This design comes from an exercise in tuning for small area on the open sky130 flow, not from production work. In this exercise RTL edits were held to simulation tests only and were not proved equivalent to the original. Power and IR drop assume default switching activity.

==> design.v <==
module lm15_lge (
    input  wire        clk,
    input  wire        rst,
    input  wire        cmd_valid,
    input  wire [87:0] cmd_word,
    output wire        busy,
    output reg         ill,
    output wire        lcd_ce,
    output wire        lcd_rs,
    output wire        tx_valid,
    output reg  [7:0]  tx_data,
    input  wire        tx_ready,
    output reg         mem_re,
    output reg  [1:0]  mem_space,
    output wire [15:0] mem_addr,
    input  wire [15:0] mem_rdata
);
    localparam [3:0] K_WIN = 4'd0, K_CON = 4'd1, K_LCD = 4'd2, K_INV = 4'd3,
                     K_STL = 4'd4, K_INL = 4'd5, K_PIX = 4'd6, K_HV  = 4'd7,
                     K_BRS = 4'd8, K_FIL = 4'd9, K_RCT = 4'd10, K_BMB = 4'd11,
                     K_BMT = 4'd12, K_STR = 4'd13;
    localparam [4:0]
        S_IDLE = 5'd0,  S_CTX  = 5'd1,  S_GAP  = 5'd2,  S_DRD  = 5'd3,
        S_DTX  = 5'd4,  S_DSE  = 5'd5,  S_DECC = 5'd6,  S_DECD = 5'd7,
        S_DECB = 5'd8,  S_L1   = 5'd9,  S_L2   = 5'd10, S_L2B  = 5'd11,
        S_L3   = 5'd12, S_L4   = 5'd13, S_L5   = 5'd14, S_L6   = 5'd15,
        S_B1   = 5'd16, S_B2   = 5'd17, S_B3   = 5'd18, S_B4   = 5'd19,
        S_B5   = 5'd20, S_B6   = 5'd21, S_T0   = 5'd22, S_T1   = 5'd23,
        S_T2   = 5'd24, S_T3   = 5'd25, S_T4   = 5'd26, S_T5   = 5'd27,
        S_T6   = 5'd28, S_ADD3 = 5'd29;
    reg [4:0]  st;
    reg [3:0]  k;
    reg [7:0]  A, B, C, D, I;
    reg [15:0] FG, BG, P;
    reg        hl;        
    reg        f0, f1;    
    reg        sy;        
    reg [1:0]  pass;      
    assign busy     = (st != S_IDLE);
    assign lcd_ce   = (st == S_CTX) | (st == S_DRD) | (st == S_DTX);
    assign lcd_rs   = (st != S_CTX);
    assign tx_valid = (st == S_CTX) | (st == S_DTX);
    wire [3:0] idx = I[3:0];
    wire [9:0] err = BG[9:0];
    wire fil_like = (k == K_WIN) | (k == K_FIL) | (k == K_HV) | (k == K_BMB) | (k == K_BMT);
    wire rct      = (k == K_RCT);
    wire [7:0] ox0 = (rct & pass == 2'd3) ? C : 8'd0;
    wire [7:0] ox1 = (fil_like | (rct & pass != 2'd2)) ? C : 8'd0;
    wire [7:0] oy0 = (rct & pass == 2'd1) ? D : 8'd0;
    wire [7:0] oy1 = (fil_like | (rct & pass != 2'd0)) ? D : (k == K_STR) ? 8'd7 : 8'd0;
    wire [7:0] lin  = (fil_like | (rct & ~pass[1])) ? C : rct ? D : (k == K_STR) ? 8'd7 : 8'd0;
    wire cff = (C == 8'hFF), dff = (D == 8'hFF);
    wire empty = ((k == K_FIL) | (k == K_BMB) | (k == K_BMT)) & (cff | dff)
               | rct & (pass[1] ? dff : cff);
    wire xbyte  = (idx == 4'd1) | (idx == 4'd2) | (idx == 4'd6) | (idx == 4'd7);
    wire second = (idx >= 4'd6);
    reg  [10:0] ax, ay;
    reg         inv, cin;
    wire [10:0] R = ax + (ay ^ {11{inv}}) + {10'd0, cin};
    wire        rzero = (R == 11'd0);
    wire        neg = R[10];
    wire [7:0]  ch = mem_rdata[7:0];
    wire [10:0] gbase = ({3'b0, ch} - 11'd32) * 11'd6;
    always @(*) begin
        ax = 11'd0; ay = 11'd0; inv = 1'b0; cin = 1'b0;
        case (st)
            S_DECC: begin ax = {3'b0, C}; inv = 1'b1; end
            S_DECD: begin ax = {3'b0, D}; inv = 1'b1; end
            S_DECB: begin ax = {3'b0, B}; inv = 1'b1; end
            S_CTX: if (k == K_INL) begin
                ax = {3'b0, A}; ay = {3'b0, B};
            end else begin
                ax = {3'b0, xbyte ? A : B};
                ay = {3'b0, xbyte ? (second ? ox1 : ox0) : (second ? oy1 : oy0)};
            end
            S_DTX:  begin ax = {3'b0, B}; inv = 1'b1; end
            S_T1:   begin ax = gbase; end
            S_T4:   begin ax = gbase; ay = {3'b0, C}; cin = 1'b1; end
            S_L1:   begin ax = {3'b0, C}; ay = {3'b0, A}; inv = 1'b1; cin = 1'b1; end
            S_L2:   begin ax = {3'b0, D}; ay = {3'b0, B}; inv = 1'b1; cin = 1'b1; end
            S_L2B:  begin ax = {3'b0, B}; ay = {3'b0, D}; inv = 1'b1; cin = 1'b1; end
            S_L4:   begin ax = {3'b0, D}; ay = {3'b0, C}; inv = 1'b1; cin = 1'b1; end
            S_L5:   begin ay = {4'b0, f1 ? C[7:1] : D[7:1]}; inv = ~f1; cin = ~f1; end
            S_L6:   begin ay = {3'b0, f1 ? C : D}; inv = 1'b1; cin = 1'b1; end
            S_B1:   begin ax = {err[9], err}; ay = {3'b0, C}; end
            S_B2:   begin ax = {err[9], err}; ay = {3'b0, D}; inv = 1'b1; cin = 1'b1; end
            S_B3:   begin ax = {err[9], err}; ay = {3'b0, C}; end
            S_B4:   begin ax = {3'b0, A}; cin = 1'b1; end
            S_B5:   begin ax = {3'b0, B}; inv = sy; cin = ~sy; end
            S_T2:   begin ax = {3'b0, C}; ay = {3'b0, mem_rdata[7:0]}; inv = 1'b1; cin = 1'b1; end
            S_DSE:  begin ax = {3'b0, A}; cin = 1'b1; end
            S_T6:   begin ax = {3'b0, C}; cin = 1'b1; end
            S_T5:   begin ay = {3'b0, mem_rdata[7:0]}; end
            S_ADD3: begin ax = {3'b0, A}; ay = 11'd3; end
            default: ;
        endcase
    end
    wire [7:0] V = R[7:0];
    wire [7:0] T = xbyte ? {V[6:0], second} : V;      
    wire       hinib = (idx == 4'd2) | (idx == 4'd4) | (idx == 4'd7) | (idx == 4'd9);
    wire [3:0] nib = hinib ? T[7:4] : T[3:0];
    wire [1:0] tag = second ? idx[1:0] - 2'd2 : idx[1:0] - 2'd1;
    reg [7:0] cbyte;
    reg [3:0] clast;
    always @(*) begin
        clast = 4'd9;
        case (k)
            K_CON: begin
                clast = 4'd2;
                cbyte = (idx == 4'd0) ? 8'hF4 : (idx == 4'd1) ? {4'hB, A[7:4]} : {4'hA, A[3:0]};
            end
            K_LCD: begin
                clast = 4'd1;
                cbyte = (idx == 4'd0) ? 8'hF0 : {7'b1000_000, A[0]};
            end
            K_INV: begin
                clast = 4'd1;
                cbyte = (idx == 4'd0) ? 8'hF0 : (A[0] ? 8'h99 : 8'h91);
            end
            K_STL: begin
                clast = 4'd2;
                cbyte = (idx == 4'd0) ? 8'hF0 : (idx == 4'd1) ? {4'h4, A[3:0]} : {4'h5, A[7:4]};
            end
            K_INL: begin
                clast = 4'd7;
                case (idx[2:0])
                    3'd1: cbyte = {4'h4, A[3:0]};
                    3'd2: cbyte = {4'h5, A[7:4]};
                    3'd4: cbyte = {4'h6, V[3:0]};
                    3'd5: cbyte = {4'h7, V[7:4]};
                    3'd7: cbyte = {6'b1000_00, C[1:0]};
                    default: cbyte = 8'hF5;
                endcase
            end
            default:
                cbyte = (idx == 4'd0) ? 8'hF0 : (idx == 4'd5) ? 8'hF5 : {2'b00, tag, nib};
        endcase
    end
    wire bm = (k == K_BMB) | (k == K_BMT);
    wire [15:0] color = bm ? mem_rdata
                      : ((k == K_STR) & (f0 | ~D[7])) ? BG : FG;
    always @(*) begin
        if (st == S_CTX) tx_data = cbyte;
        else             tx_data = hl ? color[7:0] : color[15:8];
    end
    wire        rd_font = (st == S_T1) | (st == S_T4);
    assign mem_addr = rd_font ? {5'b0, R} : P;
    always @(*) begin
        mem_re = 1'b0;
        mem_space = {1'b1, k == K_BMT};
        case (st)
            S_DRD: mem_re = 1'b1;
            S_T0, S_T3: begin mem_re = 1'b1; mem_space = 2'd1; end
            S_T1, S_T4: begin mem_re = 1'b1; mem_space = 2'd0; end
            default: ;
        endcase
    end
    wire [7:0] op = cmd_word[87:80];
    always @(posedge clk) begin
        if (rst) begin
            st  <= S_IDLE;
            ill <= 1'b0;
        end else begin
            if (st != S_CTX && st != S_DRD && st != S_DTX)
                I <= 8'd0;
            case (st)
                S_IDLE: begin
                    A  <= (op == 8'h14) ? 8'd0 : cmd_word[79:72];
                    B  <= (op == 8'h14) ? 8'd0 : cmd_word[71:64];
                    C  <= (op == 8'h14) ? 8'd101 : (op == 8'h20) ? 8'd0 : cmd_word[63:56];
                    D  <= (op == 8'h14) ? 8'd80 : cmd_word[55:48];
                    FG <= cmd_word[47:32];
                    BG <= cmd_word[31:16];
                    P  <= cmd_word[15:0];
                    pass <= 2'd0;
                    if (cmd_valid) begin
                        case (op)
                            8'h01: begin k <= K_WIN; st <= S_DECC; end
                            8'h02: begin k <= K_CON; st <= S_CTX; end
                            8'h03: begin k <= K_LCD; st <= S_CTX; end
                            8'h04: begin k <= K_INV; st <= S_CTX; end
                            8'h05: begin k <= K_STL; st <= S_CTX; end
                            8'h06: begin k <= K_INL; st <= S_DECB; end
                            8'h10: begin k <= K_PIX; st <= S_ADD3; end
                            8'h11: begin k <= K_HV;  st <= S_L1; end
                            8'h12, 8'h14: begin k <= K_FIL; st <= S_DECC; end
                            8'h13: begin k <= K_RCT; st <= S_DECC; end
                            8'h15: begin k <= K_BMB; st <= S_DECC; end
                            8'h16: begin k <= K_BMT; st <= S_DECC; end
                            8'h20: begin k <= K_STR; st <= S_ADD3; end
                            default: ill <= 1'b1;
                        endcase
                    end
                end
                S_DECC: begin C <= R[7:0]; st <= S_DECD; end
                S_DECD: begin D <= R[7:0]; st <= S_ADD3; end
                S_ADD3: begin A <= R[7:0]; st <= (k == K_STR) ? S_T0 : S_CTX; end
                S_DECB: begin B <= R[7:0]; st <= S_CTX; end
                S_CTX: if (tx_ready) begin
                    I <= I + 8'd1;
                    if (idx == clast)
                        st <= (k <= K_INL) ? S_IDLE : S_GAP;
                end
                S_GAP: begin
                    hl <= 1'b0;
                    if (fil_like) B <= D;        
                    st <= S_DRD;
                end
                S_DRD: st <= empty ? S_DSE : S_DTX;
                S_DTX: begin
                    st <= S_DRD;
                    if (tx_ready) begin
                        hl <= ~hl;
                        if (hl) begin
                            if (bm) P <= P + 16'd1;
                            if (k == K_STR) D <= {D[6:0], 1'b0};
                            if (I == lin) begin
                                if (~fil_like | (B == 8'd0)) st <= S_DSE;
                                if (fil_like) B <= R[7:0];
                                I <= 8'd0;
                            end else
                                I <= I + 8'd1;
                        end
                    end
                end
                S_DSE: begin
                    case (k)
                        K_RCT: begin
                            pass <= pass + 2'd1;
                            st <= (pass == 2'd3) ? S_IDLE : S_CTX;
                        end
                        K_BRS: st <= (P[7:0] == 8'd0) ? S_IDLE : S_B1;
                        K_STR: begin
                            A <= R[7:0];
                            if (f0) begin
                                P <= P + 16'd1;
                                st <= S_T0;
                            end else
                                st <= S_T6;
                        end
                        default: st <= S_IDLE;
                    endcase
                end
                S_L1: if (neg) begin             
                    A <= C; C <= A; B <= D; D <= B;
                end else begin
                    C <= R[7:0];                  
                    st <= S_L2;
                end
                S_L2: if (neg) begin
                    sy <= 1'b1; st <= S_L2B;
                end else begin
                    sy <= 1'b0; D <= R[7:0]; st <= S_L3;
                end
                S_L2B: begin
                    D <= R[7:0];                  
                    if (C == 8'd0) B <= D;        
                    st <= S_L3;
                end
                S_L3: if (D == 8'd0 || C == 8'd0) st <= S_ADD3;    
                      else begin k <= K_BRS; st <= S_L4; end
                S_L4: begin f1 <= neg; st <= S_L5; end           
                S_L5: begin BG[9:0] <= R[9:0]; st <= S_L6; end    
                S_L6: begin P[7:0] <= R[7:0]; st <= S_ADD3; end    
                S_B1: begin f0 <= ~neg & ~rzero; P <= P + 16'd1; st <= S_B2; end
                S_B2: begin f1 <= neg; if (f0) BG[9:0] <= R[9:0]; st <= S_B3; end
                S_B3: begin if (f1) BG[9:0] <= R[9:0]; st <= S_B4; end
                S_B4: begin if (f0) A <= R[7:0]; st <= S_B5; end
                S_B5: begin if (f1) B <= R[7:0]; st <= S_CTX; end
                S_T0: begin if (f0) C <= R[7:0]; st <= S_T1; end    
                S_T1: st <= (ch == 8'd0) ? S_IDLE : S_T2;
                S_T2: begin f0 <= rzero; st <= rzero ? S_CTX : S_T3; end
                S_T3: st <= S_T4;
                S_T4: st <= S_T5;
                S_T5: begin D <= R[7:0]; st <= S_CTX; end
                S_T6: begin C <= R[7:0]; st <= S_T0; end
                default: st <= S_IDLE;
            endcase
        end
    end
endmodule
==> flow/run.sh <==
#!/bin/bash
# Standard ORFS layout with these changes to how it is built:
#  - synthesis maps the logic with an area-oriented ABC script (flow/area.abc)
#    instead of ORFS's abc_area.script; everything else in synthesis is the
#    standard script (synth_recipe.tcl, ORFS synth.tcl);
#  - port buffers use sky130_fd_sc_hd__buf_1;
#  - repair aims 10% (not 20%) below the max-slew and max-capacitance limits;
#  - synthesis does not extract half/full adder cells (ADDER_MAP_FILE empty),
#    so ABC maps the adders together with the rest of the logic;
#  - CTS does not add dummy loads.
set -euo pipefail
here=$(pwd)
sed 's|^source $::env(SCRIPTS_DIR)/synth_preamble.tcl$|&\nset abc_args [lreplace $abc_args 1 1 '"$here"'/flow/area.abc]|' \
    "$FLOW_HOME/scripts/synth.tcl" > "$here/my_synth_core.tcl"
grep -q "flow/area.abc" "$here/my_synth_core.tcl"
sed "s|source \$::env(SCRIPTS_DIR)/synth.tcl|source $here/my_synth_core.tcl|" synth_recipe.tcl > "$here/my_synth.tcl"
grep -q my_synth_core "$here/my_synth.tcl"
bash standard.sh SYNTH_SCRIPT="$here/my_synth.tcl" \
    "BUFFER_PORTS_ARGS=-buffer_cell sky130_fd_sc_hd__buf_1" \
    "CTS_ARGS=-sink_clustering_enable -repair_clock_nets -dont_use_dummy_load -buf_list sky130_fd_sc_hd__clkbuf_4 -root_buf sky130_fd_sc_hd__clkbuf_16" \
    ADDER_MAP_FILE= CAP_MARGIN=10 SLEW_MARGIN=10 \
    finish > "$here/flow_make.log" 2>&1
==> flow/area.abc <==
strash
&get -n
&fraig -x
&put
scorr
dc2
strash
&get -n
&deepsyn -T 150
&dch -f
&nf -R 1000 -p -C 32 -F 8 -A 4
&put
==> standard.sh <==
#!/bin/bash
# synth_recipe.tcl (not shown) runs the flow's synth.tcl, then flattens the netlist and writes it again
# the make line also repeats each setting of config.mk as NAME=value (left out here)
make -C /OpenROAD-flow-scripts/flow DESIGN_CONFIG=/design/flow/config.mk WORK_HOME=/design/flow/orfs CLKGATE_MAP_FILE= SYNTH_SCRIPT=/design/flow/synth_recipe.tcl "${@:-finish}"
==> config.mk <==
export PLATFORM = sky130hd
export DESIGN_NAME = lm15_lge
export DESIGN_NICKNAME = lm15_lge
export VERILOG_FILES = /design/flow/design.v
export SDC_FILE = /design/flow/constraint.sdc
export NUM_CORES = 4
export LEC_CHECK = 0
export CAP_MARGIN = 20
export CORE_MARGIN = 2
export CORE_UTILIZATION = 40
export SLEW_MARGIN = 20
==> constraint.sdc <==
create_clock -name core_clock -period 10.0 [get_ports {clk}]
set_input_delay 2.0000 -clock core_clock [delete_from_list [all_inputs] [get_ports {clk}]]
set_output_delay 2.0000 -clock core_clock [all_outputs]
set_load 0.01 [all_outputs]
==> results by group, run 1 <==
STA
  – Relative slew slack: 0.166
  – Final setup fails: 0
  – Final Critical Period: 9520 ps
  – Skew final: 18.0 ps
  – Max Fclk: 105 MHz
  – Measured slew at the worst slew-check pin: 1250 ps
  – Hold Vio Cnt, Final: 0
  – Setup TNS: 0 ps
  – Unrepaired setup endpoints after global routing: false
  – Fin. max-slew vios: 0
  – Part of the cycle the worst path needs: 0.952

Worst setup path
  – CP max-delay cell: edfxtp_1
  – CP cell instances: nor2_1 -> nor2_1 -> a32oi_1 -> o21ai_1 -> a22o_1 -> a221o_1 -> a221oi_1 -> xnor2_1 -> maj3_1 -> maj3_1 -> maj3_1 -> maj3_1 -> maj3_1 -> maj3_1 -> nor2_1 -> nor2_1 -> o21bai_1 -> o21ai_0 -> o21ai_0 -> nand3b_1 -> mux2_1 -> buf_1
  – Top cell by count, worst path: maj3_1
  – Crit start category: register
  – R2r setup slk: 1210 ps
  – R2R Path End: D[7]$_DFFE_PP_
  – Worst EP arrival: 7520 ps
  – Critical R2R Launch: k[3]$_SDFFCE_PP1P_
  – Crit. End Element: output port
  – Cells on worst reg2reg path: 24
  – CP max FO: 9
  – Critical path's largest stage delay: 550 ps
  – WS Path Type: register to output port
  – Worst path required time: 8000 ps

Global routing
  – GRT Overall Usage: 0.339
  – Initial antenna violation count: 2
  – First-pass GRT wire length: 51,600 um
  – Largest net degree at the start of global routing: 33
  – Number of global-route vias before repair: 8,297
  – Total grt overflow: 0

Hold path
  – Hold wc startpoint: ill$_SDFFE_PP0P_
  – Hold crit path type: register to register
  – Hold depth: 2
  – Hold endpoint: ill$_SDFFE_PP0P_

Layout
  – Storage cell area: 0.00306 sq mm
  – Area of the multi-input gates: 0.00469 sq mm
  – Fill count: 1,974
  – Util after Layout: 0.482
  – Non-Filler Instances: 1,358
  – Area growth from synthesis to layout: 18.8%
  – Share of layout cells above drive strength 1: 0.0586
  – Final nets: 1,202

Floorplan
  – Die ar.: 0.0208 sq mm
  – Initial Utilization: 0.406
  – Die W: 144 um
  – Site row count: 51
  – Io pins: 140
  – Core area: 0.0193 sq mm
  – Die extent in y: 144 um

Yosys
  – Flops & latches, synth: 104
  – Share of the synthesized area in the top cell type: 0.375
  – Mapped Cells: 896
  – Synthesized area per cell: 8.76 sq um
  – Top_reg_cell synth: edfxtp_1
  – Area contributors post-synth: edfxtp_1 37%, nand2_1 5.5%, a222oi_1 5.1%, nor2_1 5.0%, o21ai_0 3.8%
  – Synth unique cells: 57
  – Ys Warns: 1
  – Post-synth top area cell: edfxtp_1
  – Seq/Total Area, Yosys: 0.390
  – Asr flop ratio synth: 0
  – Synthesized area: 0.00785 sq mm
  – EDFF count, synth: 98
  – Mapped Nets: 1,004

Clock network
  – Worst-skew pair later-pin latency: 370 ps
  – Total CTS buffers: 9
  – Clock buffer depth: 2
  – CTS Sinks: 104
  – TritonCTS clock tree: done
  – H-tree Lvls: 3
  – CTS clk-pin slew, worst paths: 70 ps
  – Number of hold buffers added after cts: 0
  – Clock root buffer: clkbuf_16

Place
  – Gp weighted congestion: 1.04
  – Number of I/O port buffers: 139
  – Cells after DPL: 1,348
  – Post-DP HPWL: 27,000 um

Route
  – Vias per inst: 6.65
  – Wirelength per Cell: 26.0 um
  – Routed Antenna Nets: 0
  – Vias: 9,030
  – Drt total wl: 35,400 um
  – DRC: 0
  – Detailed Route Iter0 Violations: 1,658
  – Detailed Routing Iterations Pass 1: 9

Power and ir drop
  – VDD IR max: 0.0788 mV
  – LEAKAGE: 3.10 nW
  – Power Total: 1.14 mW
  – Pwr/cell area: 122 mW/mm^2

Run
  – Max_cap viols: 0

Outcome
  – Status: finished clean
[kinds of logic (layout without fill, tap and decap cells)]
family | after synthesis | count (layout) | synth area share
buf+inv | 35 | 231 | 0.0167
mux | 20 | 20 | 0.0285
other cells | 0 | 1 | 0
compound gates | 305 | 305 | 0.279
flops | 104 | 104 | 0.390
simple gates | 390 | 390 | 0.236
fa+ha+maj | 6 | 6 | 0.00765
xor+xnor | 36 | 36 | 0.0421
[synth_stat cells, drive strengths merged (3+ instances only)]
library cell and instances:
o21a 3, a22oi 20, and3 9, a2111oi 3, nand3b 5, nor3b 4
or2 5, o22ai 21, xor2 8, a221o 16, a21oi 51, a221oi 16
mux2 19, a32oi 8, o221ai 14, nand4 15, and2 13, clkinv 35
edfxtp 98, nand2 116, nor3 29, dfxtp 6, o211ai 5, o31ai 6
maj3 6, a31oi 14, o21ai 60, a211oi 5, xnor2 27, nand3 21
nor4 15, nor2b 27, nor2 104, nand2b 20, a222oi 40
[power by group]
part / switching (mW) / leakage (nW) / internal, mW
combinational: 0.158 / 1.99 / 0.0856
clock: 0.158 / 0.111 / 0.159
sequential: 0.0557 / 1.00 / 0.523
[how the worst max path moves through the flow]
stage	from	end	slack [ps]	cells after the start
floorplan	st[0]$_SDFFE_PP0P_	mem_addr[10]	610	22
global placement	mem_rdata[0]	mem_addr[10]	960	20
detailed placement	k[3]$_SDFFCE_PP1P_	mem_addr[10]	930	22
CTS	k[3]$_SDFFCE_PP1P_	mem_addr[10]	530	22
global route	st[0]$_SDFFE_PP0P_	mem_addr[10]	90	24
finish	k[3]$_SDFFCE_PP1P_	mem_addr[10]	480	22
[worst max-delay path, delay by kind of cell, from the launching register on]
| family | cells | cell delay (ps) |
|---|---|---|
| DFF | 1 | 550 |
| AOI/OAI and AO/OA | 8 | 2620 |
| muxes | 1 | 330 |
| xor gates and xnor gates | 1 | 150 |
| adders and majority gates | 6 | 2440 |
| and+or+nand+nor | 5 | 910 |
| buffers and inverters | 1 | 140 |
[metal layers]
layer / track usage / routed length (um)
met1: 0.438 / 13700
met2: 0.531 / 15900
met3: 0.0861 / 4100
met4: 0.162 / 1720
met5: 0 / 33
[per-stage QoR]
stage	hold WS [ps]	setup slack, ps	cell area, sq um
global placement	453	961	9090
detailed placement	466	928	9090
floorplan	502	609	7850
global route	497	94.9	9320
CTS	483	531	9320
finish	472	484	9320
[area by class of cell]
cell class | count | area share
Antenna cell | 1 | 0.000268
Inverter | 35 | 0.0141
Timing Repair Buffer | 187 | 0.0946
Tap cell | 265 | 0.0356
Clock buffer | 9 | 0.0242
Sequential cell | 104 | 0.329
Multi-Input combinational cell | 757 | 0.503
[layout by cell type, fill, tap and decap left out, types with 6 or more instances in the layout]
cell type,instances
clkbuf_16,9
nor2b_1,27
nor3_1,27
nand4_1,15
o22ai_1,21
a221oi_1,16
a31oi_1,14
nand3_1,21
xor2_1,8
and3_1,9
a221o_1,16
a21oi_1,51
nor4_1,14
o21ai_0,58
edfxtp_1,98
nand2_1,116
a22oi_1,20
maj3_1,6
buf_4,48
dfxtp_1,6
a32oi_1,8
and2_0,13
mux2_1,19
nor2_1,102
xnor2_1,27
clkinv_1,35
o31ai_1,6
a222oi_1,40
buf_1,139
o221ai_1,14
nand2b_1,20
[flip-flops by register name (all words and copies together), names as in the netlist]
register,count
D,8
B,8
C,8
st,5
FG,16
pass,2
P,16
I,8
k,4
f0,1
A,8
sy,1
f1,1
ill,1
BG,16
hl,1
[timing repair]
item / CTS / global route
setup endpoints to repair: 0 / 1
setup buffers: 0 / 0
gates resized for setup: 0 / 1
endpoints found under the hold margin: 0 / 0
==> inputs of run 2 (changes only) <==
--- a/flow/run.sh
+++ b/flow/run.sh
@@ -4,7 +4,7 @@
 #    instead of ORFS's abc_area.script; everything else in synthesis is the
 #    standard script (synth_recipe.tcl, ORFS synth.tcl);
 #  - port buffers use sky130_fd_sc_hd__buf_1;
-#  - repair aims 10% (not 20%) below the max-slew and max-capacitance limits;
+#  - global placement is not timing-driven (the design has ample slack);
 #  - synthesis does not extract half/full adder cells (ADDER_MAP_FILE empty),
 #    so ABC maps the adders together with the rest of the logic;
 #  - CTS does not add dummy loads.
@@ -18,5 +18,5 @@
 bash standard.sh SYNTH_SCRIPT="$here/my_synth.tcl" \
     "BUFFER_PORTS_ARGS=-buffer_cell sky130_fd_sc_hd__buf_1" \
     "CTS_ARGS=-sink_clustering_enable -repair_clock_nets -dont_use_dummy_load -buf_list sky130_fd_sc_hd__clkbuf_4 -root_buf sky130_fd_sc_hd__clkbuf_16" \
-    ADDER_MAP_FILE= CAP_MARGIN=10 SLEW_MARGIN=10 \
+    ADDER_MAP_FILE= GPL_TIMING_DRIVEN=0 \
     finish > "$here/flow_make.log" 2>&1
==> run 2 against run 1 <==
Compared with the run above:
- wire length decreased by 5.4%
- critical path depth increased by 1
- synthesized area unchanged
- worst hold slack improved by 18 ps
- critical endpoint unchanged
- die area unchanged
- clock power about the same
- sequential share of layout area about the same
==> results by group, run 2 <==
Floorplan
  – Site row count: 51
  – Io pins: 140
  – Core area: 0.0193 sq mm
  – Initial Utilization: 0.406
  – Die extent in y: 144 um
  – Die ar.: 0.0208 sq mm
  – Die W: 144 um

STA
  – Final setup fails: 0
  – Relative slew slack: 0.185
  – Hold Vio Cnt, Final: 0
  – Skew final: 13.7 ps
  – Final worst slack: 244 ps
  – Max Fclk: 103 MHz
  – Fin. max-slew vios: 0
  – Part of the cycle the worst path needs: 0.976
  – Final Critical Period: 9760 ps
  – Setup TNS: 0 ps
  – Measured slew at the worst slew-check pin: 1210 ps

Yosys
  – Synthesized area: 0.00785 sq mm
  – Mapped Cells: 896
  – Asr flop ratio synth: 0
  – Ys Warns: 1
  – Post-Synth Adder-Cell Area: 0.00765
  – Share of the synthesized area in the top cell type: 0.375
  – EDFF count, synth: 98
  – Synth unique cells: 57
  – Synth Area in Compound Gates: 0.279
  – Seq/Total Area, Yosys: 0.390
  – Most numerous cell in the Yosys netlist: nand2_1
  – Mapped Nets: 1,004
  – Fraction of synthesized cell area in xor and xnor cells: 0.0421
  – Post-Synth Simple-Gate Area: 0.236
  – Top_reg_cell synth: edfxtp_1
  – Flops & latches, synth: 104
  – Multiplexer area fraction after synthesis: 0.0285
  – Post-synth top area cell: edfxtp_1
  – Area contributors post-synth: edfxtp_1 37%, nand2_1 5.5%, a222oi_1 5.1%, nor2_1 5.0%, o21ai_0 3.8%
  – Largest family of logic cells by synthesized area: compound AO/OA/AOI/OAI gates
  – Synthesized area per cell: 8.76 sq um
  – Commonest cells in the netlist: 116 x nand2_1, 104 x nor2_1, 98 x edfxtp_1

Power and ir drop
  – Power Total: 1.13 mW
  – Comb pwr share: 0.208
  – VDD IR max: 0.0842 mV
  – Switching Fraction: 0.323
  – P_int: 0.767 mW
  – Flop pwr share: 0.513
  – Clock share of power: 0.279
  – LEAKAGE: 3.07 nW
  – Pwr/cell area: 121 mW/mm^2
  – Net Sw Power: 0.366 mW

Worst setup path
  – Worst path required time: 8000 ps
  – Top delay family on crit path: adder cells
  – WS Path Type: register to output port
  – CP max-delay cell: and2_1
  – CP cell instances: nor3_2 -> and2_1 -> clkinvlp_4 -> o21ai_2 -> nand2_1 -> nand3_1 -> a221o_1 -> a221oi_1 -> xnor2_1 -> maj3_1 -> maj3_1 -> maj3_1 -> maj3_1 -> maj3_1 -> maj3_1 -> nor2_1 -> nor2_1 -> o21bai_1 -> o21ai_0 -> o21ai_0 -> nand3b_1 -> mux2_1 -> buf_1
  – Top cell by count, worst path: maj3_1
  – Critical path's largest stage delay: 600 ps
  – Crit start category: register
  – Worst EP arrival: 7760 ps
  – Crit path buf inv count: 2
  – Crit. End Element: output port
  – CP max FO: 20

Place
  – Post-placement setup slack: -961 ps
  – Cells after DPL: 1,318
  – Post-DP HPWL: 25,100 um
  – Gp weighted congestion: 1.02
  – Number of I/O port buffers: 139

Clock network
  – CTS clk-pin slew, worst paths: 70 ps
  – CTS Sinks: 104
  – Clock buffer depth: 2
  – H-tree Lvls: 3
  – Total CTS buffers: 9
  – Number of hold buffers added after cts: 0
  – Clock root buffer: clkbuf_16
  – Worst-skew pair later-pin latency: 360 ps
  – TritonCTS clock tree: done

Layout
  – Leading cell type in the layout, fill and taps excluded: buf_1
  – Ant. Diodes: 0
  – Non-Filler Instances: 1,336
  – Share of layout cells above drive strength 1: 0.0663
  – Area growth from synthesis to layout: 19.1%
  – Commonest cells after routing, fill and taps aside: 139 x buf_1, 116 x nand2_1, 99 x nor2_1, 98 x edfxtp_1, 56 x o21ai_0
  – Biggest regs: BG (16), FG (16), P (16)
  – Final nets: 1,181

Global routing
  – First-pass GRT wire length: 49,700 um
  – Initial antenna violation count: 0
  – Number of global-route vias before repair: 8,257
  – Largest net degree at the start of global routing: 29
  – GRT Overall Usage: 0.322
  – Total grt overflow: 0

Run
  – Max_cap viols: 0

Route
  – Detailed Routing Iterations Pass 1: 6
  – DRC: 0
  – Routed Antenna Nets: 0
  – Vias: 8,911
  – Drt total wl: 33,500 um
  – Wirelength per Cell: 25.1 um
  – Vias per inst: 6.67
  – Detailed Route Iter0 Violations: 1,673

Outcome
  – Status: finished clean

Hold path
  – Hold crit path type: register to register
-- run 2: logic make-up after synthesis --
group           count (synthesis)
buf+inv                        35
compound gates                305
simple gates                  390
flops                         104
xor+xnor                       36
fa+ha+maj                       6
mux                            20
-- run 2: final timing paths --
check        depth (start not counted)               start          endpoint  slack [ps]
max                                 23  st[3]$_SDFFE_PP0P_      mem_addr[10]         240
min                                  2    ill$_SDFFE_PP0P_  ill$_SDFFE_PP0P_         490
max reg2reg                         25  st[3]$_SDFFE_PP0P_    D[4]$_DFFE_PP_        1020
min reg2reg                          2    ill$_SDFFE_PP0P_  ill$_SDFFE_PP0P_         490
-- run 2: metrics by stage --
stage	utilization	area [sq um]	hold slack (ps)
2_1_floorplan	-	7850	502
3_3_place_gp	0.450	8700	453
3_5_place_dp	0.465	8990	482
4_1_cts	0.479	9260	509
5_1_grt	0.484	9350	536
6_report	0.484	9350	490
-- run 2: layout make-up --
cell class                      count  area [sq um]
Fill cell                        1940          9980
Multi-Input combinational cell    757          4830
Tap cell                          265           332
Clock buffer                        9           225
Sequential cell                   104          3070
Inverter                           35           135
Timing Repair Buffer              166           757
-- run 2: power groups by stage --
stage                     registers [mW]  clock network [mW]  logic [mW]
after floorplan                    0.560                   0       0.131
after global placement             0.589                   0       0.212
after detailed placement           0.588                   0       0.225
after CTS                          0.579               0.316       0.227
after global routing               0.583               0.327       0.254
final                              0.581               0.316       0.236
-- run 2: routing by layer --
layer | global-route usage | wire (um)
met1 | 0.430 | 13400
met2 | 0.492 | 14700
met3 | 0.0752 | 3660
met4 | 0.152 | 1720
met5 | 0 | 0
-- run 2: worst min-delay path: cells and delay by family, from the launching register on --
kind,cells,cell delay [ps]
compound gates,1,40
simple gates,1,70
flops,1,340
-- run 2: timing repair --
action / CTS / global route
endpoints found under the setup margin: 17 / 4
gates resized for setup: 12 / 11
pin swaps: 1 / 2
buffers inserted: 1 / 8
==> inputs of run 3 (changes only) <==
--- a/design.v
+++ b/design.v
@@ -15,10 +15,10 @@
     output wire [15:0] mem_addr,
     input  wire [15:0] mem_rdata
 );
-    localparam [3:0] K_WIN = 4'd0, K_CON = 4'd1, K_LCD = 4'd2, K_INV = 4'd3,
-                     K_STL = 4'd4, K_INL = 4'd5, K_PIX = 4'd6, K_HV  = 4'd7,
-                     K_BRS = 4'd8, K_FIL = 4'd9, K_RCT = 4'd10, K_BMB = 4'd11,
-                     K_BMT = 4'd12, K_STR = 4'd13;
+    localparam [3:0] K_PIX = 4'b0000, K_BRS = 4'b0001, K_RCT = 4'b0010, K_STR = 4'b0011,
+                     K_CON = 4'b0100, K_LCD = 4'b0101, K_INV = 4'b0110, K_STL = 4'b0111,
+                     K_FIL = 4'b1000, K_HV  = 4'b1001, K_BMB = 4'b1010, K_BMT = 4'b1011,
+                     K_WIN = 4'b1100, K_INL = 4'b1101;
     localparam [4:0]
         S_IDLE = 5'd0,  S_CTX  = 5'd1,  S_GAP  = 5'd2,  S_DRD  = 5'd3,
         S_DTX  = 5'd4,  S_DSE  = 5'd5,  S_DECC = 5'd6,  S_DECD = 5'd7,
@@ -42,7 +42,7 @@
     assign tx_valid = (st == S_CTX) | (st == S_DTX);
     wire [3:0] idx = I[3:0];
     wire [9:0] err = BG[9:0];
-    wire fil_like = (k == K_WIN) | (k == K_FIL) | (k == K_HV) | (k == K_BMB) | (k == K_BMT);
+    wire fil_like = (k[3:2] == 2'b10) | (k == K_WIN);
     wire rct      = (k == K_RCT);
     wire [7:0] ox0 = (rct & pass == 2'd3) ? C : 8'd0;
     wire [7:0] ox1 = (fil_like | (rct & pass != 2'd2)) ? C : 8'd0;
@@ -50,7 +50,7 @@
     wire [7:0] oy1 = (fil_like | (rct & pass != 2'd0)) ? D : (k == K_STR) ? 8'd7 : 8'd0;
     wire [7:0] lin  = (fil_like | (rct & ~pass[1])) ? C : rct ? D : (k == K_STR) ? 8'd7 : 8'd0;
     wire cff = (C == 8'hFF), dff = (D == 8'hFF);
-    wire empty = ((k == K_FIL) | (k == K_BMB) | (k == K_BMT)) & (cff | dff)
+    wire empty = (k[3:2] == 2'b10) & (k != K_HV) & (cff | dff)
                | rct & (pass[1] ? dff : cff);
     wire xbyte  = (idx == 4'd1) | (idx == 4'd2) | (idx == 4'd6) | (idx == 4'd7);
     wire second = (idx >= 4'd6);
@@ -136,7 +136,7 @@
                 cbyte = (idx == 4'd0) ? 8'hF0 : (idx == 4'd5) ? 8'hF5 : {2'b00, tag, nib};
         endcase
     end
-    wire bm = (k == K_BMB) | (k == K_BMT);
+    wire bm = (k[3:1] == 3'b101);
     wire [15:0] color = bm ? mem_rdata
                       : ((k == K_STR) & (f0 | ~D[7])) ? BG : FG;
     always @(*) begin
@@ -147,7 +147,7 @@
     assign mem_addr = rd_font ? {5'b0, R} : P;
     always @(*) begin
         mem_re = 1'b0;
-        mem_space = {1'b1, k == K_BMT};
+        mem_space = {1'b1, k[0]};
         case (st)
             S_DRD: mem_re = 1'b1;
             S_T0, S_T3: begin mem_re = 1'b1; mem_space = 2'd1; end
@@ -199,7 +199,7 @@
                 S_CTX: if (tx_ready) begin
                     I <= I + 8'd1;
                     if (idx == clast)
-                        st <= (k <= K_INL) ? S_IDLE : S_GAP;
+                        st <= k[2] ? S_IDLE : S_GAP;
                 end
                 S_GAP: begin
                     hl <= 1'b0;
--- a/flow/run.sh
+++ b/flow/run.sh
@@ -4,7 +4,7 @@
 #    instead of ORFS's abc_area.script; everything else in synthesis is the
 #    standard script (synth_recipe.tcl, ORFS synth.tcl);
 #  - port buffers use sky130_fd_sc_hd__buf_1;
-#  - global placement is not timing-driven (the design has ample slack);
+#  - repair aims 10% (not 20%) below the max-slew and max-capacitance limits;
 #  - synthesis does not extract half/full adder cells (ADDER_MAP_FILE empty),
 #    so ABC maps the adders together with the rest of the logic;
 #  - CTS does not add dummy loads.
@@ -18,5 +18,5 @@
 bash standard.sh SYNTH_SCRIPT="$here/my_synth.tcl" \
     "BUFFER_PORTS_ARGS=-buffer_cell sky130_fd_sc_hd__buf_1" \
     "CTS_ARGS=-sink_clustering_enable -repair_clock_nets -dont_use_dummy_load -buf_list sky130_fd_sc_hd__clkbuf_4 -root_buf sky130_fd_sc_hd__clkbuf_16" \
-    ADDER_MAP_FILE= GPL_TIMING_DRIVEN=0 \
+    ADDER_MAP_FILE= CAP_MARGIN=10 SLEW_MARGIN=10 \
     finish > "$here/flow_make.log" 2>&1
==> run 3 against run 2 <==
Compared with the run above:
- worst hold slack got worse by 23 ps
- fmax up 8.9%
- first-iteration DRC count fell by 25%
- core utilization down 0.094 points
- worst setup slack gained 800 ps
- total power increased to 2.5 times the previous value
- clock-buffer cell count unchanged
- synthesized cell count rose by 2.2%
- non-clock buffer count grew 8
- clock skew up 12 ps
- critical endpoint unchanged
==> results by group, run 3 <==
Outcome
  – Status: finished clean

Worst setup path
  – WS Path Type: register to output port
  – Top delay family on crit path: compound AO/OA/AOI/OAI gates
  – Crit path buf inv count: 4
  – Cells on worst reg2reg path: 27
  – Worst path required time: 8000 ps
  – CP max-delay cell: o31ai_1
  – R2R Path End: A[0]$_DFFE_PP_
  – Crit start category: register
  – Worst EP arrival: 6950 ps
  – R2r setup slk: 2020 ps
  – Crit. End Element: output port
  – CP max FO: 14
  – Critical R2R Launch: st[1]$_SDFFE_PP0P_
  – Critical path's largest stage delay: 640 ps

Yosys
  – Top_reg_cell synth: edfxtp_1
  – Post-Synth Adder-Cell Area: 0.00129
  – Largest family of logic cells by synthesized area: compound AO/OA/AOI/OAI gates
  – Multiplexer area fraction after synthesis: 0.00939
  – Share of the synthesized area in the top cell type: 0.381
  – Asr flop ratio synth: 0
  – Synthesized area: 0.00773 sq mm
  – Synthesized area per cell: 8.44 sq um
  – Most numerous cell in the Yosys netlist: nand2_1
  – Ys Warns: 1
  – Flops & latches, synth: 104
  – Commonest cells in the netlist: 121 x nand2_1, 98 x edfxtp_1, 91 x o21ai_0
  – Synth unique cells: 58
  – Mapped Cells: 916
  – Seq/Total Area, Yosys: 0.396
  – Mapped Nets: 1,024
  – Post-synth top area cell: edfxtp_1
  – Post-Synth Simple-Gate Area: 0.244
  – Fraction of synthesized cell area in xor and xnor cells: 0.0476
  – Synth Area in Compound Gates: 0.292
  – Area contributors post-synth: edfxtp_1 38%, o21ai_0 5.9%, nand2_1 5.9%, a21oi_1 5.8%, nor2_1 4.2%
  – EDFF count, synth: 98

Route
  – Vias: 8,950
  – Vias per inst: 6.59
  – DRC: 0
  – Wirelength per Cell: 24.6 um
  – Detailed Route Iter0 Violations: 1,251
  – Routed Antenna Nets: 0
  – Drt total wl: 33,500 um
  – Detailed Routing Iterations Pass 1: 9

Floorplan
  – Core area: 0.0188 sq mm
  – Die W: 143 um
  – Die extent in y: 143 um
  – Die ar.: 0.0205 sq mm
  – Io pins: 140
  – Initial Utilization: 0.410
  – Site row count: 50

Layout
  – Biggest regs: BG (16), FG (16), P (16)
  – Ant. Diodes: 0
  – Util after Layout: 0.483
  – Area growth from synthesis to layout: 17.6%
  – Commonest cells after routing, fill and taps aside: 139 x buf_1, 121 x nand2_1, 98 x edfxtp_1, 90 x o21ai_0, 90 x a21oi_1
  – Fill count: 1,916
  – Share of layout cells above drive strength 1: 0.0446
  – Non-Filler Instances: 1,359
  – Leading cell type in the layout, fill and taps excluded: buf_1
  – Final nets: 1,209

Place
  – Cells after DPL: 1,350
  – Number of I/O port buffers: 139
  – Gp weighted congestion: 1.01
  – Post-DP HPWL: 24,600 um

STA
  – Relative slew slack: 0.213
  – Setup TNS: 0 ps
  – Measured slew at the worst slew-check pin: 1180 ps
  – Hold Vio Cnt, Final: 0
  – Unrepaired setup endpoints after global routing: false
  – Fin. max-slew vios: 0
  – Final Critical Period: 8950 ps
  – Part of the cycle the worst path needs: 0.895
  – Final setup fails: 0
  – Skew final: 25.9 ps
  – Max Fclk: 112 MHz

Clock network
  – Clock root buffer: clkbuf_16
  – Number of hold buffers added after cts: 0
  – Resize count post-CTS: 0
  – Total CTS buffers: 9
  – CTS clk-pin slew, worst paths: 60 ps
  – Worst-skew pair later-pin latency: 380 ps
  – CTS Sinks: 104
  – Setup Fix Bufs, Post-CTS: 0
  – H-tree Lvls: 3
  – TritonCTS clock tree: done
  – Clock buffer depth: 2

Run
  – Max_cap viols: 0

Global routing
  – Initial antenna violation count: 0
  – Total grt overflow: 0
  – Largest net degree at the start of global routing: 33
  – GRT Overall Usage: 0.325
  – Number of global-route vias before repair: 8,262
  – First-pass GRT wire length: 49,600 um

Power and ir drop
  – Pwr/cell area: 316 mW/mm^2
  – LEAKAGE: 3.07 nW
  – Power Total: 2.88 mW
  – VDD IR max: 0.181 mV

Hold path
  – Hold depth: 2
  – Hold crit path type: register to register
  – Hold wc startpoint: ill$_SDFFE_PP0P_
  – Hold endpoint: ill$_SDFFE_PP0P_
## run 3: changes by cell type after synthesis, moves of 16 or more
cell,before,now
mux2_1,19,2
nor2_1,104,87
o21ai_0,60,91
a21oi_1,51,90
clkinv_1,35,19
a222oi_1,40,21
a22oi_1,20,39
## run 3: stage by stage
step	instance area, sq um	hold WS [ps]	worst slack [ps]
global placement	8860	462	1320
CTS	9090	478	1200
detailed placement	8860	462	1230
global route	9090	502	438
finish	9090	467	1050
floorplan	7730	502	1400
## run 3: area by class of cell
cell class | instances | area [sq um] | share of cell area
well taps | 260 | 325 | 0.0358
flip-flops and latches | 104 | 3060 | 0.337
repair buffers | 174 | 785 | 0.0863
inverters | 19 | 71.3 | 0.00785
clock buffers | 9 | 225 | 0.0248
multi-input cells | 793 | 4620 | 0.508
## run 3: cell families after synthesis
group	Yosys count
buffers and inverters	19
AOI/OAI and AO/OA	352
muxes	7
DFF	104
and+or+nand+nor	391
adders and majority gates	1
xor gates and xnor gates	42
## run 3: layer usage
metal	routed length [um]	share of wire	GRT usage	up-vias
met1	13800	0.41	0.444	4198
met5	0	0	0	-
met4	1710	0.051	0.165	0
li1	-	-	-	3996
met3	3500	0.10	0.0768	133
met2	14400	0.43	0.481	623
## run 3: report_power, final
part	switching (mW)	internal, mW	leakage [nW]
clock	0.163	0.160	0.111
sequential	0.296	0.733	0.996
combinational	1.05	0.478	1.96
total	1.50	1.37	3.07
## run 3: tightest hold or removal path: cells and delay by family, from the launching register on
family	cells	cell delay, ps
AO/OA/AOI/OAI	1	40
flip-flops	1	330
AND/OR/NAND/NOR	1	70
## run 3: how the worst max path moves through the flow
stage	start	to	slack (ps)	cells after the start
final	st[1]$_SDFFE_PP0P_	mem_addr[10]	1050	25
after global routing	st[3]$_SDFFE_PP0P_	mem_addr[10]	440	29
after detailed placement	mem_rdata[0]	mem_addr[10]	1230	24
after global placement	mem_rdata[0]	mem_addr[10]	1320	24
after CTS	mem_rdata[0]	mem_addr[10]	1200	24
after floorplan	st[0]$_SDFFE_PP0P_	mem_addr[10]	1400	24

what the ideal ports hide:
How much do the figures lean on ideal ports? The routed layouts below were timed once more, with nothing changed but the port constraints. Step 1 (the two cells are an assumption about what drives the block):
set clk [get_ports {clk}]
set_driving_cell -lib_cell sky130_fd_sc_hd__clkbuf_16 $clk
set_driving_cell -lib_cell sky130_fd_sc_hd__buf_2 [delete_from_list [all_inputs] $clk]
Step 2 times the ports against the registers' clock, not the clock port: input delays grow and output delays shrink by t, the midpoint of the rising clock arrivals with the driver on. Slacks: ideal ports / drivers / drivers and shift; pairs: ideal ports / drivers.
| run | t, ns | slack for setup (ns) | worst setup path after step 2 | pins driven straight from the clock port |
|---|---|---|---|---|
| run 1 | 0.405 | 0.484 / 0.437 / 0.793 | input to output | 1 |
| run 2 | 0.404 | 0.244 / 0.195 / 0.428 | input to output | 1 |
| run 3 | 0.411 | 1.045 / 0.996 / 1.098 | input to output | 1 |
After both steps every run listed still meets setup and hold.
